What follows belongs to an exercise in optimizing a design on an open flow for small area, a short achievable clock period and few clock cycles; a production flow would make more cautious choices.
At most, simulation tests tie the RTL to the original design; equivalence was not proved.
Power is estimated from default activity; no workload was simulated.

==> run a: inputs <==
## fcodec
module fcodec (
    input  wire         clk,
    input  wire         rst,             
    input  wire         cfg_variant_b,   
    input  wire         cfg_deadline,    
    input  wire [3:0]   cfg_retry_limit, 
    input  wire         cfg_rx_verify,
    input  wire         cfg_rx_unstuff,
    input  wire         cfg_b_countbyte, 
    input  wire         cmd_valid,
    output wire         cmd_ready,
    input  wire [7:0]   cmd_op,
    input  wire [2:0]   cmd_name,
    input  wire [7:0]   cmd_dev,
    input  wire [3:0]   cmd_count,
    input  wire [95:0]  cmd_values,      
    output reg          busy,
    output reg          done,
    output reg          err,
    output reg  [3:0]   fault,
    output reg  [1:0]   finfo,
    output reg  [2:0]   rcount,
    output reg          rvalid,
    output wire [101:0] rv,              
    output reg          tx_valid,
    input  wire         tx_ready,
    output reg  [7:0]   tx_data,
    output reg          tx_last,
    input  wire         tx_fail,         
    output reg          rx_req,          
    input  wire         rx_valid,
    input  wire [7:0]   rx_data,
    input  wire         rx_end,          
    input  wire [1:0]   rx_status        
);
export LEC_CHECK = 0
export CAP_MARGIN = 20
export CORE_MARGIN = 2
export CORE_UTILIZATION = 40
export PLACE_DENSITY = 0.6
export SETUP_SLACK_MARGIN = 5
export SLEW_MARGIN = 20
create_clock -name core_clock -period 8.0 [get_ports {clk}]
standard.sh (not shown) runs the stock make flow with config.mk's settings and CLKGATE_MAP_FILE= SYNTH_SCRIPT=/design/flow/synth_recipe.tcl, a recipe that flattens the netlist after the stock synthesis.
==> flow/flow/run.sh <==
#!/bin/bash
# Standard ORFS layout (the standard.sh, unchanged synthesis), with the
# port buffers inserted by global placement taken from the plain buffer
# sky130_fd_sc_hd__buf_1 instead of the default choice.
set -euo pipefail
export BUFFER_PORTS_ARGS="-buffer_cell sky130_fd_sc_hd__buf_1"
bash standard.sh finish > standard.log 2>&1
==> run b: changes against run a <==
--- a/flow/design.v
+++ b/flow/design.v
@@ -52,18 +52,16 @@
     reg [7:0]  rxq;
     reg        rxvq;
     reg        rx_any;
     reg        found;
     reg        escp;
     reg [4:0]  kpos;         
     reg        cks_ok;
     reg [7:0]  lo_q;         
-    reg        lo_gt70;      
-    reg        lo_nz;        
     reg [16:0] rvr [0:5];
     integer i;
     reg ready_r;             
     assign cmd_ready = ready_r;
     genvar g;
     generate
         for (g = 0; g < 6; g = g + 1) begin : g_rv
             assign rv[17*g +: 17] = rvr[g];
@@ -198,22 +196,20 @@
         end else if (!sb) begin
             for (i = 0; i < 4; i = i + 1)
                 f_en[i] = (kpos == 5'd7 + 2*i);
         end else begin
             f_en[4] = (kpos == 5'd7);
             f_en[5] = (kpos == 5'd9);
         end
     end
-    wire        f_wr  = rxvq && !is_wr;
+    wire        f_wr  = d_take && !is_wr;
     wire [15:0] f_u   = {rxq, lo_q};
-    wire        f_big = (rxq > 8'h17) || (rxq == 8'h17 && lo_gt70);
-    wire        f_neg = (rxq > 8'h80) || (rxq == 8'h80 && lo_nz);
-    wire [16:0] f_san = !cls ? (f_big ? 17'd0 : {1'b0, f_u})
-                             : {f_neg, f_u};
+    wire [16:0] f_san = !cls ? ((f_u > 16'd6000) ? 17'd0 : {1'b0, f_u})
+                             : ((f_u > 16'd32768) ? {1'b1, f_u} : {1'b0, f_u});
     wire rx_live = busy && waiting && !rx_req;
     task complete;
         input [3:0] code;
         input [1:0] info;
         begin
             fault <= code;
             finfo <= info;
             err   <= (code != F_NONE);
@@ -269,19 +265,17 @@
             sum    <= 8'd0;
             cks_ok <= 1'b0;
         end else if (rxvq) begin
             rx_any <= 1'b1;
             found  <= d_found_n;
             escp   <= d_escp_n;
             if (d_emit) begin
                 kpos   <= kpos_n;
-                lo_q    <= rxq;
-                lo_gt70 <= (rxq > 8'h70);
-                lo_nz   <= (rxq != 8'h00);
+                lo_q   <= rxq;
                 if (kpos >= 5'd2)
                     sum <= sum_n;
                 cks_ok <= cks_ok_n;
             end
         end
         for (i = 0; i < 6; i = i + 1)
             if (f_wr && f_en[i])
                 rvr[i] <= f_san;
==> flow/run.sh (new file) <==
#!/bin/bash
# synth_recipe.tcl (not shown) runs the flow's synth.tcl, then flattens the netlist and writes it again
# the make line also repeats each setting of config.mk as NAME=value (left out here)
make -C /OpenROAD-flow-scripts/flow DESIGN_CONFIG=/design/flow/config.mk WORK_HOME=/design/flow/orfs CLKGATE_MAP_FILE= SYNTH_SCRIPT=/design/flow/synth_recipe.tcl finish
Settings changed: SETUP_SLACK_MARGIN 5 to default.
removed: flow/flow/run.sh
removed: flow/standard.sh
==> run c: changes against run a <==
--- a/flow/design.v
+++ b/flow/design.v
@@ -34,17 +34,16 @@
     input  wire [1:0]   rx_status        
 );
     localparam [3:0] F_NONE = 4'd0, F_UNKNOWN = 4'd1, F_TIMEOUT = 4'd2,
                      F_TRANSPORT = 4'd3, F_MALFORMED = 4'd4, F_BADCOUNT = 4'd5,
                      F_CHECKSUM = 4'd6, F_ILLEGAL = 4'd7;
     localparam [7:0] OP_WRREG = 8'h01, OP_RDREG = 8'h02, OP_RESET = 8'h0F;
     reg        is_wr;
     reg [2:0]  name_r;
-    reg [7:0]  dev_r;
     reg [2:0]  cnt;
     reg        vb, uns, cb, ver;
     reg        sb;           
     reg        waiting;      
     reg [3:0]  rem;          
     reg [4:0]  gidx;         
     reg [7:0]  ub_q;         
     reg        gesc;         
@@ -52,18 +51,18 @@
     reg [7:0]  rxq;
     reg        rxvq;
     reg        rx_any;
     reg        found;
     reg        escp;
     reg [4:0]  kpos;         
     reg        cks_ok;
     reg [7:0]  lo_q;         
-    reg        lo_gt70;      
-    reg        lo_nz;        
+    wire       lo_gt70 = (lo_q > 8'h70);
+    wire       lo_nz   = (lo_q != 8'h00);
     reg [16:0] rvr [0:5];
     integer i;
     reg ready_r;             
     assign cmd_ready = ready_r;
     genvar g;
     generate
         for (g = 0; g < 6; g = g + 1) begin : g_rv
             assign rv[17*g +: 17] = rvr[g];
@@ -95,71 +94,52 @@
     wire nsb2 = vb && (cnt > 3'd4);
     reg [2:0] nv_b;
     always @(*) begin
         if (sb)
             nv_b = {1'b0, cnt[1:0]};             
         else
             nv_b = (cnt > 3'd4) ? 3'd4 : cnt;
     end
-    wire [15:0] v0 = rvr[0][15:0], v1 = rvr[1][15:0], v2 = rvr[2][15:0],
-                v3 = rvr[3][15:0], v4 = rvr[4][15:0], v5 = rvr[5][15:0];
-    wire [15:0] pb0 = sb ? v4 : v0;      
-    wire [15:0] pb1 = sb ? v5 : v1;
-    wire        bw1 = is_wr && (nv_b >= 3'd1);
-    wire        bw2 = is_wr && (nv_b >= 3'd2);
-    wire        bw3 = is_wr && (nv_b >= 3'd3);
-    wire        bw4 = is_wr && (nv_b >= 3'd4);
-    reg [7:0] nb;
-    always @(*) begin
-        nb = 8'h00;
-        if (!vb) begin
-            case (gidx)
-                5'd0:  nb = 8'h90;
-                5'd1:  nb = dev_r;
-                5'd2:  nb = is_wr ? {4'b0000, cnt + 3'd1, 1'b1} : 8'h03;
-                5'd3:  nb = is_wr ? 8'h12 : 8'h11;
-                5'd4:  nb = sb_addr[7:0];
-                5'd5:  nb = {4'b0000, sb_addr[11:8]};
-                5'd6:  nb = is_wr ? v0[7:0] : 8'h0C;
-                5'd7:  nb = v0[15:8];
-                5'd8:  nb = v1[7:0];
-                5'd9:  nb = v1[15:8];
-                5'd10: nb = v2[7:0];
-                5'd11: nb = v2[15:8];
-                5'd12: nb = v3[7:0];
-                5'd13: nb = v3[15:8];
-                5'd14: nb = v4[7:0];
-                5'd15: nb = v4[15:8];
-                5'd16: nb = v5[7:0];
-                5'd17: nb = v5[15:8];
-                default: nb = 8'h00;
-            endcase
-        end else begin
-            case (gidx)
-                5'd0:  nb = 8'hAA;
-                5'd1:  nb = 8'hFF;
-                5'd2:  nb = {sb_addr[1:0], 6'h3F};
-                5'd3:  nb = sb_addr[9:2];
-                5'd4:  nb = {5'b00000, is_wr, sb_addr[11:10]};
-                5'd5:  nb = bw1 ? pb0[7:0] : (!is_wr && cb) ? (sb ? 8'd4 : 8'd8) : 8'h00;
-                5'd6:  nb = bw1 ? pb0[15:8] : 8'h00;
-                5'd7:  nb = bw2 ? pb1[7:0]  : 8'h00;
-                5'd8:  nb = bw2 ? pb1[15:8] : 8'h00;
-                5'd9:  nb = bw3 ? v2[7:0]   : 8'h00;
-                5'd10: nb = bw3 ? v2[15:8]  : 8'h00;
-                5'd11: nb = bw4 ? v3[7:0]   : 8'h00;
-                5'd12: nb = bw4 ? v3[15:8]  : 8'h00;
-                5'd13: nb = is_wr ? {4'b0000, nv_b, 1'b0} : {7'd0, cb};
-                5'd15: nb = 8'h01;
-                5'd18, 5'd19: nb = 8'h55;
-                default: nb = 8'h00;
-            endcase
+    wire [95:0] vals = {rvr[5][15:0], rvr[4][15:0], rvr[3][15:0],
+                        rvr[2][15:0], rvr[1][15:0], rvr[0][15:0]};
+    wire [3:0]  k2    = gidx[3:0] - 4'd5;                  
+    wire [3:0]  vi    = vb ? {k2[3] ^ sb, k2[2:0]} : (gidx[3:0] - 4'd6);
+    wire [7:0]  vbyte = vals[{vi, 3'b000} +: 8];
+    wire        bval  = is_wr && (k2[2:0] < {nv_b[1:0], 1'b0} || nv_b[2]);
+    wire pa = !vb;
+    wire [20:0] at;      
+    genvar gp;
+    generate
+        for (gp = 0; gp < 21; gp = gp + 1) begin : g_at
+            assign at[gp] = (gidx == gp);
         end
-    end
+    endgenerate
+    wire a_val = pa && (gidx >= 5'd6);                       
+    wire b_pay = vb && (gidx >= 5'd5) && (gidx <= 5'd12);    
+    wire [7:0] a_len = is_wr ? {4'b0000, cnt + 3'd1, 1'b1} : 8'h03;
+    wire [7:0] nb =
+          ({8{pa && at[0]}} & 8'h90)
+        | ({8{pa && at[1]}} & lo_q)
+        | ({8{pa && at[2]}} & a_len)
+        | ({8{pa && at[3]}} & {7'b0001000, !is_wr} | {8{pa && at[3] && is_wr}} & 8'h02)
+        | ({8{pa && at[4]}} & sb_addr[7:0])
+        | ({8{pa && at[5]}} & {4'b0000, sb_addr[11:8]})
+        | ({8{a_val && is_wr}} & vbyte)
+        | ({8{a_val && !is_wr}} & 8'h0C)
+        | ({8{vb && at[0]}} & 8'hAA)
+        | ({8{vb && at[1]}} & 8'hFF)
+        | ({8{vb && at[2]}} & {sb_addr[1:0], 6'h3F})
+        | ({8{vb && at[3]}} & sb_addr[9:2])
+        | ({8{vb && at[4]}} & {5'b00000, is_wr, sb_addr[11:10]})
+        | ({8{b_pay && bval}} & vbyte)
+        | ({8{vb && at[5] && !is_wr && cb}} & (sb ? 8'd4 : 8'd8))
+        | ({8{vb && at[13]}} & (is_wr ? {4'b0000, nv_b, 1'b0} : {7'd0, cb}))
+        | ({8{vb && at[15]}} & 8'h01)
+        | ({8{vb && (at[18] || at[19])}} & 8'h55);
     wire [3:0] c3    = {1'b0, cnt} + 4'd3;
     wire       w_hit = (gidx[4:1] == c3);
     wire       n_cks = vb ? (gidx == 5'd17) : is_wr ? (w_hit && !gidx[0]) : (gidx == 5'd7);
     wire       g_end = vb ? (gidx == 5'd20) : is_wr ? (w_hit &&  gidx[0]) : (gidx == 5'd8);
     wire ub_reserved = (ub_q == 8'hAA) || (ub_q == 8'h55) || (ub_q == 8'hA5);
     wire g_stuff     = vb && (gidx >= 5'd2) && (gidx <= 5'd18) && !gesc && ub_reserved;
     wire [7:0] sum_n = sum + (waiting ? rxq : ub_q);
     reg d_emit, d_found_n, d_escp_n;
@@ -227,17 +207,17 @@
         rxvq <= rx_valid && rx_live;
         if (!busy) begin
             vb      <= cfg_variant_b;
             uns     <= cfg_rx_unstuff;
             cb      <= cfg_b_countbyte;
             ver     <= cfg_rx_verify;
             is_wr   <= (cmd_op == OP_WRREG);
             name_r  <= cmd_name;
-            dev_r   <= cmd_dev;
+            lo_q    <= cmd_dev;
             cnt     <= cmd_count[2:0];
             sb      <= 1'b0;
             waiting <= 1'b0;
         end
         if (!busy || !waiting)
             rem <= cfg_deadline ? 4'd1 : cfg_retry_limit;
         if (accept)
             for (i = 0; i < 6; i = i + 1)
@@ -270,18 +250,16 @@
             cks_ok <= 1'b0;
         end else if (rxvq) begin
             rx_any <= 1'b1;
             found  <= d_found_n;
             escp   <= d_escp_n;
             if (d_emit) begin
                 kpos   <= kpos_n;
                 lo_q    <= rxq;
-                lo_gt70 <= (rxq > 8'h70);
-                lo_nz   <= (rxq != 8'h00);
                 if (kpos >= 5'd2)
                     sum <= sum_n;
                 cks_ok <= cks_ok_n;
             end
         end
         for (i = 0; i < 6; i = i + 1)
             if (f_wr && f_en[i])
                 rvr[i] <= f_san;
Settings changed: ABC_AREA from default to 1, CTS_CLUSTER_DIAMETER from default to 80, CTS_CLUSTER_SIZE from default to 25.
==> notes.md <==
quantity                                                                          run b                  run c                  run a
Number of flip-flops and latches                                                    199                    191                    201
Initial core utilization                                                          40.4%                  41.0%                  40.7%
Post-layout instance count excluding filler cells                                  1719                   1985                   1820
Capturing element of the worst setup path                           rvr[2][0]$_DFFE_PP_    rvr[5][1]$_DFFE_PP_  fault[2]$_SDFFE_PP0P_
Capture endpoint of the worst hold path                               escp$_SDFFE_PP0P_  tx_valid$_SDFFE_PP0P_       err$_SDFFE_PP0P_
Global placer's final weighted congestion                                         0.970                  0.962                  0.979
Start-to-end type of the worst setup path                                       reg2reg                 in2reg                 in2reg
FF-to-FF Start                                                     kpos[0]$_SDFFE_PP0P_        is_wr$_DFFE_PN_   gidx[0]$_SDFFE_PN1P_
Final design area excluding fillers                                         15200 sq um            13100 sq um            13900 sq um
Hpwl dp                                                                         35.4 mm                30.1 mm                34.2 mm
Worst Tran Pin Value                                                            1090 ps                 864 ps                 982 ps
Total power divided by cell area                                            162 nW/um^2            187 nW/um^2            181 nW/um^2
Routed vias                                                                       10600                  11000                  11000
Number of antenna violations at the first check in global routing                     0                      5                      0
Total Nets Final                                                                   1503                   1816                   1606
Worst IR Drop VDD                                                              0.144 mV               0.118 mV               0.128 mV
Result of the run                                              timing/DRC/antenna clean  timing/DRC/antenna clean  timing/DRC/antenna clean
Number of sinks on the clock net                                                    199                    191                    201
Post-CTS setup buffers                                                                0                      7                      9
Proportion of final cell area spent on non-clock buffers                          18.6%                  8.87%                  8.98%
Multi-input combinational cell area                                          5750 sq um             5230 sq um             5720 sq um
Testbench counts of run a, summed over its fixed seeds: cycles 99,641.
Testbench counts of run c, summed over its fixed seeds: cycles 99,641.
Only the layout flow was run in run b; the RTL was not checked for function there.


==> run A <==
Another version of the RTL of fcodec (not shown whole).
export LEC_CHECK = 0
export ABC_AREA = 1
export CAP_MARGIN = 50
export CORE_MARGIN = 2
export CORE_UTILIZATION = 45
export CTS_CLUSTER_DIAMETER = 80
export CTS_CLUSTER_SIZE = 25
export PLACE_DENSITY = 0.6
export SETUP_SLACK_MARGIN = 5
export SLEW_MARGIN = 50
create_clock -name core_clock -period 8.0 [get_ports {clk}]
==> flow/flow/run.sh <==
#!/bin/bash
# Standard ORFS layout (the standard.sh, unchanged synthesis), with two
# changes to how the layout is optimised:
#  - the port buffers inserted at global placement are the plain buffer
#    sky130_fd_sc_hd__buf_1 instead of the default choice;
set -euo pipefail
export BUFFER_PORTS_ARGS="-buffer_cell sky130_fd_sc_hd__buf_1"
bash standard.sh SETUP_SLACK_MARGIN=5.3 finish > standard.log 2>&1
==> inputs of run C, as changes to run A <==
--- a/flow/design.v
+++ b/flow/design.v
@@ -35,17 +35,16 @@
 );
     localparam [3:0] F_NONE = 4'd0, F_UNKNOWN = 4'd1, F_TIMEOUT = 4'd2,
                      F_TRANSPORT = 4'd3, F_MALFORMED = 4'd4, F_BADCOUNT = 4'd5,
                      F_CHECKSUM = 4'd6, F_ILLEGAL = 4'd7;
     localparam [7:0] OP_WRREG = 8'h01, OP_RDREG = 8'h02, OP_RESET = 8'h0F;
     reg        is_wr;
     reg [2:0]  name_r;
     reg [2:0]  cnt;
-    reg [2:0]  vrem;         
     reg        vb, uns, cb, ver;
     reg        sb;           
     reg        waiting;      
     reg [3:0]  rem;          
     reg [4:0]  gidx;         
     reg [7:0]  ub_q;         
     reg        gesc;         
     reg [7:0]  sum;
@@ -95,19 +94,20 @@
     wire nsb2 = vb && (cnt > 3'd4);
     reg [2:0] nv_b;
     always @(*) begin
         if (sb)
             nv_b = {1'b0, cnt[1:0]};             
         else
             nv_b = (cnt > 3'd4) ? 3'd4 : cnt;
     end
+    wire [3:0]  k2     = gidx[3:0] - 4'd5;                 
     wire        hi_sel = gidx[0] ^ vb;                     
     wire [7:0]  vbyte  = hi_sel ? rvr[0][15:8] : rvr[0][7:0];
-    wire        bval  = is_wr && (vrem != 3'd0);
+    wire        bval  = is_wr && (k2[2:0] < {nv_b[1:0], 1'b0} || nv_b[2]);
     wire pa = !vb;
     wire [20:0] at;      
     genvar gp;
     generate
         for (gp = 0; gp < 21; gp = gp + 1) begin : g_at
             assign at[gp] = (gidx == gp);
         end
     endgenerate
@@ -128,17 +128,18 @@
         | ({8{vb && at[2]}} & {sb_addr[1:0], 6'h3F})
         | ({8{vb && at[3]}} & sb_addr[9:2])
         | ({8{vb && at[4]}} & {5'b00000, is_wr, sb_addr[11:10]})
         | ({8{b_pay && bval}} & vbyte)
         | ({8{vb && at[5] && !is_wr && cb}} & (sb ? 8'd4 : 8'd8))
         | ({8{vb && at[13]}} & (is_wr ? {4'b0000, nv_b, 1'b0} : {7'd0, cb}))
         | ({8{vb && at[15]}} & 8'h01)
         | ({8{vb && (at[18] || at[19])}} & 8'h55);
-    wire       w_hit = (vrem == 3'd0);
+    wire [3:0] c3    = {1'b0, cnt} + 4'd3;
+    wire       w_hit = (gidx[4:1] == c3);
     wire       n_cks = vb ? (gidx == 5'd17) : is_wr ? (w_hit && !gidx[0]) : (gidx == 5'd7);
     wire       g_end = vb ? (gidx == 5'd20) : is_wr ? (w_hit &&  gidx[0]) : (gidx == 5'd8);
     wire ub_reserved = (ub_q == 8'hAA) || (ub_q == 8'h55) || (ub_q == 8'hA5);
     wire g_stuff     = vb && (gidx >= 5'd2) && (gidx <= 5'd18) && !gesc && ub_reserved;
     wire [7:0] sum_n = sum + (waiting ? rxq : ub_q);
     reg d_emit, d_found_n, d_escp_n;
     always @(*) begin
         d_emit    = 1'b0;
@@ -170,17 +171,17 @@
                            : (!kpos[0] && kpos >= 5'd8 && kpos <= 5'd18);
     wire        rx_shift = d_take && !is_wr && f_hi;
     wire [15:0] f_u   = {rxq, lo_q};
     wire        f_big = (rxq > 8'h17) || (rxq == 8'h17 && lo_gt70);
     wire        f_neg = (rxq > 8'h80) || (rxq == 8'h80 && lo_nz);
     wire [16:0] f_san = !cls ? (f_big ? 17'd0 : {1'b0, f_u})
                              : {f_neg, f_u};
     wire g_adv    = busy && !waiting && tx_ready && !tx_last && !g_stuff;
-    wire nb_val   = vb ? (b_pay && bval) : (a_val && bval);
+    wire nb_val   = vb ? (b_pay && bval) : (a_val && is_wr);
     wire tx_shift = g_adv && nb_val && hi_sel;
     wire b_rx     = vb && !is_wr;
     wire shift    = tx_shift || rx_shift;
     wire sh_lo    = shift && !(b_rx && sb);
     wire sh_hi    = shift && !(b_rx && !sb);
     wire ins3     = b_rx && !sb;
     wire rx_live = busy && waiting && !rx_req;
     task complete;
@@ -202,22 +203,24 @@
             vb      <= cfg_variant_b;
             uns     <= cfg_rx_unstuff;
             cb      <= cfg_b_countbyte;
             ver     <= cfg_rx_verify;
             is_wr   <= (cmd_op == OP_WRREG);
             name_r  <= cmd_name;
             lo_q    <= cmd_dev;
             cnt     <= cmd_count[2:0];
-            vrem    <= cmd_count[2:0];
             sb      <= 1'b0;
             waiting <= 1'b0;
         end
         if (!busy || !waiting)
             rem <= cfg_deadline ? 4'd1 : cfg_retry_limit;
+        if (accept)
+            for (i = 0; i < 6; i = i + 1)
+                rvr[i] <= {1'b0, cmd_values[16*i +: 16]};
         if (!busy || waiting) begin
             tx_data <= (busy ? vb : cfg_variant_b) ? 8'hAA : 8'hEB;
             tx_last <= 1'b0;
             gidx    <= 5'd1;
             gesc    <= 1'b0;
             ub_q    <= (busy ? vb : cfg_variant_b) ? 8'hAA : 8'h90;
         end else if (tx_ready && !tx_last) begin
             if (g_stuff) begin
@@ -246,28 +249,25 @@
             if (d_emit) begin
                 kpos   <= kpos_n;
                 lo_q    <= rxq;
                 if (kpos >= 5'd2)
                     sum <= sum_n;
                 cks_ok <= cks_ok_n;
             end
         end
-        if (tx_shift)
-            vrem <= vrem - 3'd1;
-        if (busy ? sh_lo : cmd_valid) begin
-            rvr[0] <= {rvr[1][16], busy ? rvr[1][15:0] : cmd_values[15:0]};
-            rvr[1] <= {rvr[2][16], busy ? rvr[2][15:0] : cmd_values[31:16]};
-            rvr[2] <= {rvr[3][16], busy ? rvr[3][15:0] : cmd_values[47:32]};
-            rvr[3] <= ins3 ? {f_san[16], busy ? f_san[15:0] : cmd_values[63:48]}
-                           : {rvr[4][16], busy ? rvr[4][15:0] : cmd_values[63:48]};
-        end
-        if (busy ? sh_hi : cmd_valid) begin
-            rvr[4] <= {rvr[5][16], busy ? rvr[5][15:0] : cmd_values[79:64]};
-            rvr[5] <= {f_san[16],  busy ? f_san[15:0]  : cmd_values[95:80]};
+        if (sh_lo) begin
+            rvr[0] <= rvr[1];
+            rvr[1] <= rvr[2];
+            rvr[2] <= rvr[3];
+            rvr[3] <= ins3 ? f_san : rvr[4];
+        end
+        if (sh_hi) begin
+            rvr[4] <= rvr[5];
+            rvr[5] <= f_san;
         end
         if (kill) begin
             busy     <= 1'b0;
             ready_r  <= 1'b1;
             done     <= 1'b0;
             err      <= 1'b0;
             fault    <= F_NONE;
             finfo    <= 2'd0;
==> flow/config.mk (replaced) <==
export PLATFORM = sky130hd
export DESIGN_NAME = fcodec
export DESIGN_NICKNAME = fcodec
export VERILOG_FILES = /design/flow/design.v
export SDC_FILE = /design/flow/constraint.sdc
export NUM_CORES = 4
export LEC_CHECK = 0
export ABC_AREA = 1
export CAP_MARGIN = 50
export CORE_MARGIN = 2
export CORE_UTILIZATION = 40
export CTS_CLUSTER_DIAMETER = 80
export CTS_CLUSTER_SIZE = 25
export PLACE_DENSITY = 0.6
export SETUP_SLACK_MARGIN = 5
export SLEW_MARGIN = 50
==> inputs of run H, as changes to run A <==
--- a/flow/design.v
+++ b/flow/design.v
@@ -96,17 +96,18 @@
     reg [2:0] nv_b;
     always @(*) begin
         if (sb)
             nv_b = {1'b0, cnt[1:0]};             
         else
             nv_b = (cnt > 3'd4) ? 3'd4 : cnt;
     end
     wire        hi_sel = gidx[0] ^ vb;                     
-    wire [7:0]  vbyte  = hi_sel ? rvr[0][15:8] : rvr[0][7:0];
+    reg         tx_pend;
+    wire [7:0]  vbyte  = tx_pend ? rvr[1][7:0] : hi_sel ? rvr[0][15:8] : rvr[0][7:0];
     wire        bval  = is_wr && (vrem != 3'd0);
     wire pa = !vb;
     wire [20:0] at;      
     genvar gp;
     generate
         for (gp = 0; gp < 21; gp = gp + 1) begin : g_at
             assign at[gp] = (gidx == gp);
         end
@@ -173,17 +174,17 @@
     wire        f_big = (rxq > 8'h17) || (rxq == 8'h17 && lo_gt70);
     wire        f_neg = (rxq > 8'h80) || (rxq == 8'h80 && lo_nz);
     wire [16:0] f_san = !cls ? (f_big ? 17'd0 : {1'b0, f_u})
                              : {f_neg, f_u};
     wire g_adv    = busy && !waiting && tx_ready && !tx_last && !g_stuff;
     wire nb_val   = vb ? (b_pay && bval) : (a_val && bval);
     wire tx_shift = g_adv && nb_val && hi_sel;
     wire b_rx     = vb && !is_wr;
-    wire shift    = tx_shift || rx_shift;
+    wire shift    = tx_pend || rx_shift;
     wire sh_lo    = shift && !(b_rx && sb);
     wire sh_hi    = shift && !(b_rx && !sb);
     wire ins3     = b_rx && !sb;
     wire rx_live = busy && waiting && !rx_req;
     task complete;
         input [3:0] code;
         input [1:0] info;
         begin
@@ -246,16 +247,17 @@
             if (d_emit) begin
                 kpos   <= kpos_n;
                 lo_q    <= rxq;
                 if (kpos >= 5'd2)
                     sum <= sum_n;
                 cks_ok <= cks_ok_n;
             end
         end
+        tx_pend <= tx_shift;
         if (tx_shift)
             vrem <= vrem - 3'd1;
         if (busy ? sh_lo : cmd_valid) begin
             rvr[0] <= {rvr[1][16], busy ? rvr[1][15:0] : cmd_values[15:0]};
             rvr[1] <= {rvr[2][16], busy ? rvr[2][15:0] : cmd_values[31:16]};
             rvr[2] <= {rvr[3][16], busy ? rvr[3][15:0] : cmd_values[47:32]};
             rvr[3] <= ins3 ? {f_san[16], busy ? f_san[15:0] : cmd_values[63:48]}
                            : {rvr[4][16], busy ? rvr[4][15:0] : cmd_values[63:48]};
--- a/flow/config.mk
+++ b/flow/config.mk
@@ -9,8 +9,9 @@
 export CAP_MARGIN = 50
 export CORE_MARGIN = 2
 export CORE_UTILIZATION = 45
 export CTS_CLUSTER_DIAMETER = 80
 export CTS_CLUSTER_SIZE = 25
 export PLACE_DENSITY = 0.6
 export SETUP_SLACK_MARGIN = 5
 export SLEW_MARGIN = 50
+export TNS_END_PERCENT = 20
==> qor summary <==
| item | run H | run C | run A |
|---|---|---|---|
| Outcome | timing/DRC/antenna clean | timing/DRC/antenna clean | timing/DRC/antenna clean |
| End point of the worst hold path | rx_any | fault[0] | rx_any |
| Count of routing violations after the opening detailed-route iteration | 1,124 | 1,042 | 1,049 |
| Largest cell class by area | registers | multi-input gates | registers |
| Tcrit/Tclk final | 0.342 | 0.337 | 0.333 |
| WL met1 | 15.5 mm | 16.6 mm | 15.3 mm |
| Number of storage elements in the synthesis netlist | 195 | 191 | 194 |
| Crit Path Max Fanout | 68 | 2 | 2 |
| Endpoint of the most critical setup path | rvr[1][7] | rv[84] | rv[77] |
| Number of non-clock buffers | 283 | 321 | 290 |
| Net count of the finished layout | 1,743 | 1,842 | 1,750 |
| N_taps | 313 | 341 | 285 |
| Portion of total power attributed to the clock network | 0.389 | 0.374 | 0.383 |
| Worst setup margin | 5260 ps | 5300 ps | 5340 ps |
| Non-clock buffering overhead in the final layout | 0.0939 | 0.112 | 0.0963 |
| Total standard cell area after synthesis | 10,500 sq um | 11,000 sq um | 10,400 sq um |
| Adder-cell area share of the yosys netlist | 0.0447 | 0.0439 | 0.0439 |
| Die Outline Area | 24,600 sq um | 28,800 sq um | 24,400 sq um |
| Total instance count after detailed placement | 1,845 | 1,912 | 1,809 |
| Share of power burned in combinational logic | 0.115 | 0.148 | 0.119 |
| Filler Cell Count | 2,214 | 2,564 | 2,256 |
| Category of the worst setup path capture point | flop | primary output | primary output |
Testbench counts of run A, summed over its fixed seeds: cycles 99,641.
Testbench counts of run C, summed over its fixed seeds: cycles 99,641.
Testbench counts of run H, summed over its fixed seeds: cycles 99,641.

-- what the ideal ports hide --
In the flow no input, the clock included, has a driving cell. The finished layouts below were timed again as built, in two steps. Step 1 sets driving cells, clkbuf_16 on the clock port and buf_2 on the other inputs (assumed; they add their load-dependent delay and slew). Step 2 times the ports against the registers' clock, not the clock port: input delays grow and output delays shrink by t, the midpoint of the rising clock arrivals with the driver on. Three values: ideal, step 1, step 2; two values: the first two.
run	t, ns	setup slack, ns	worst hold slack (ns)	cell pins on the clock port's net
run a of note 1	0.573	4.871 / 4.885 / 4.311	0.458 / 0.458 / 0.458	1
run b of note 1	0.498	4.022 / 4.022 / 4.022	0.451 / 0.451 / 0.451	1
run c of note 1	0.495	4.901 / 4.928 / 4.432	0.460 / 0.460 / 0.460	1
run A of note 2	0.494	5.335 / 5.284 / 4.918	0.447 / 0.447 / 0.447	1
run C of note 2	0.489	5.302 / 5.252 / 4.846	0.469 / 0.469 / 0.469	1
run H of note 2	0.486	5.264 / 5.222 / 4.896	0.456 / 0.456 / 0.456	1
After both steps every run listed still meets setup and hold. The setup slack of run a of note 1, which loses most, moves by +0.014 ns with the drivers and by -0.560 ns with both steps.
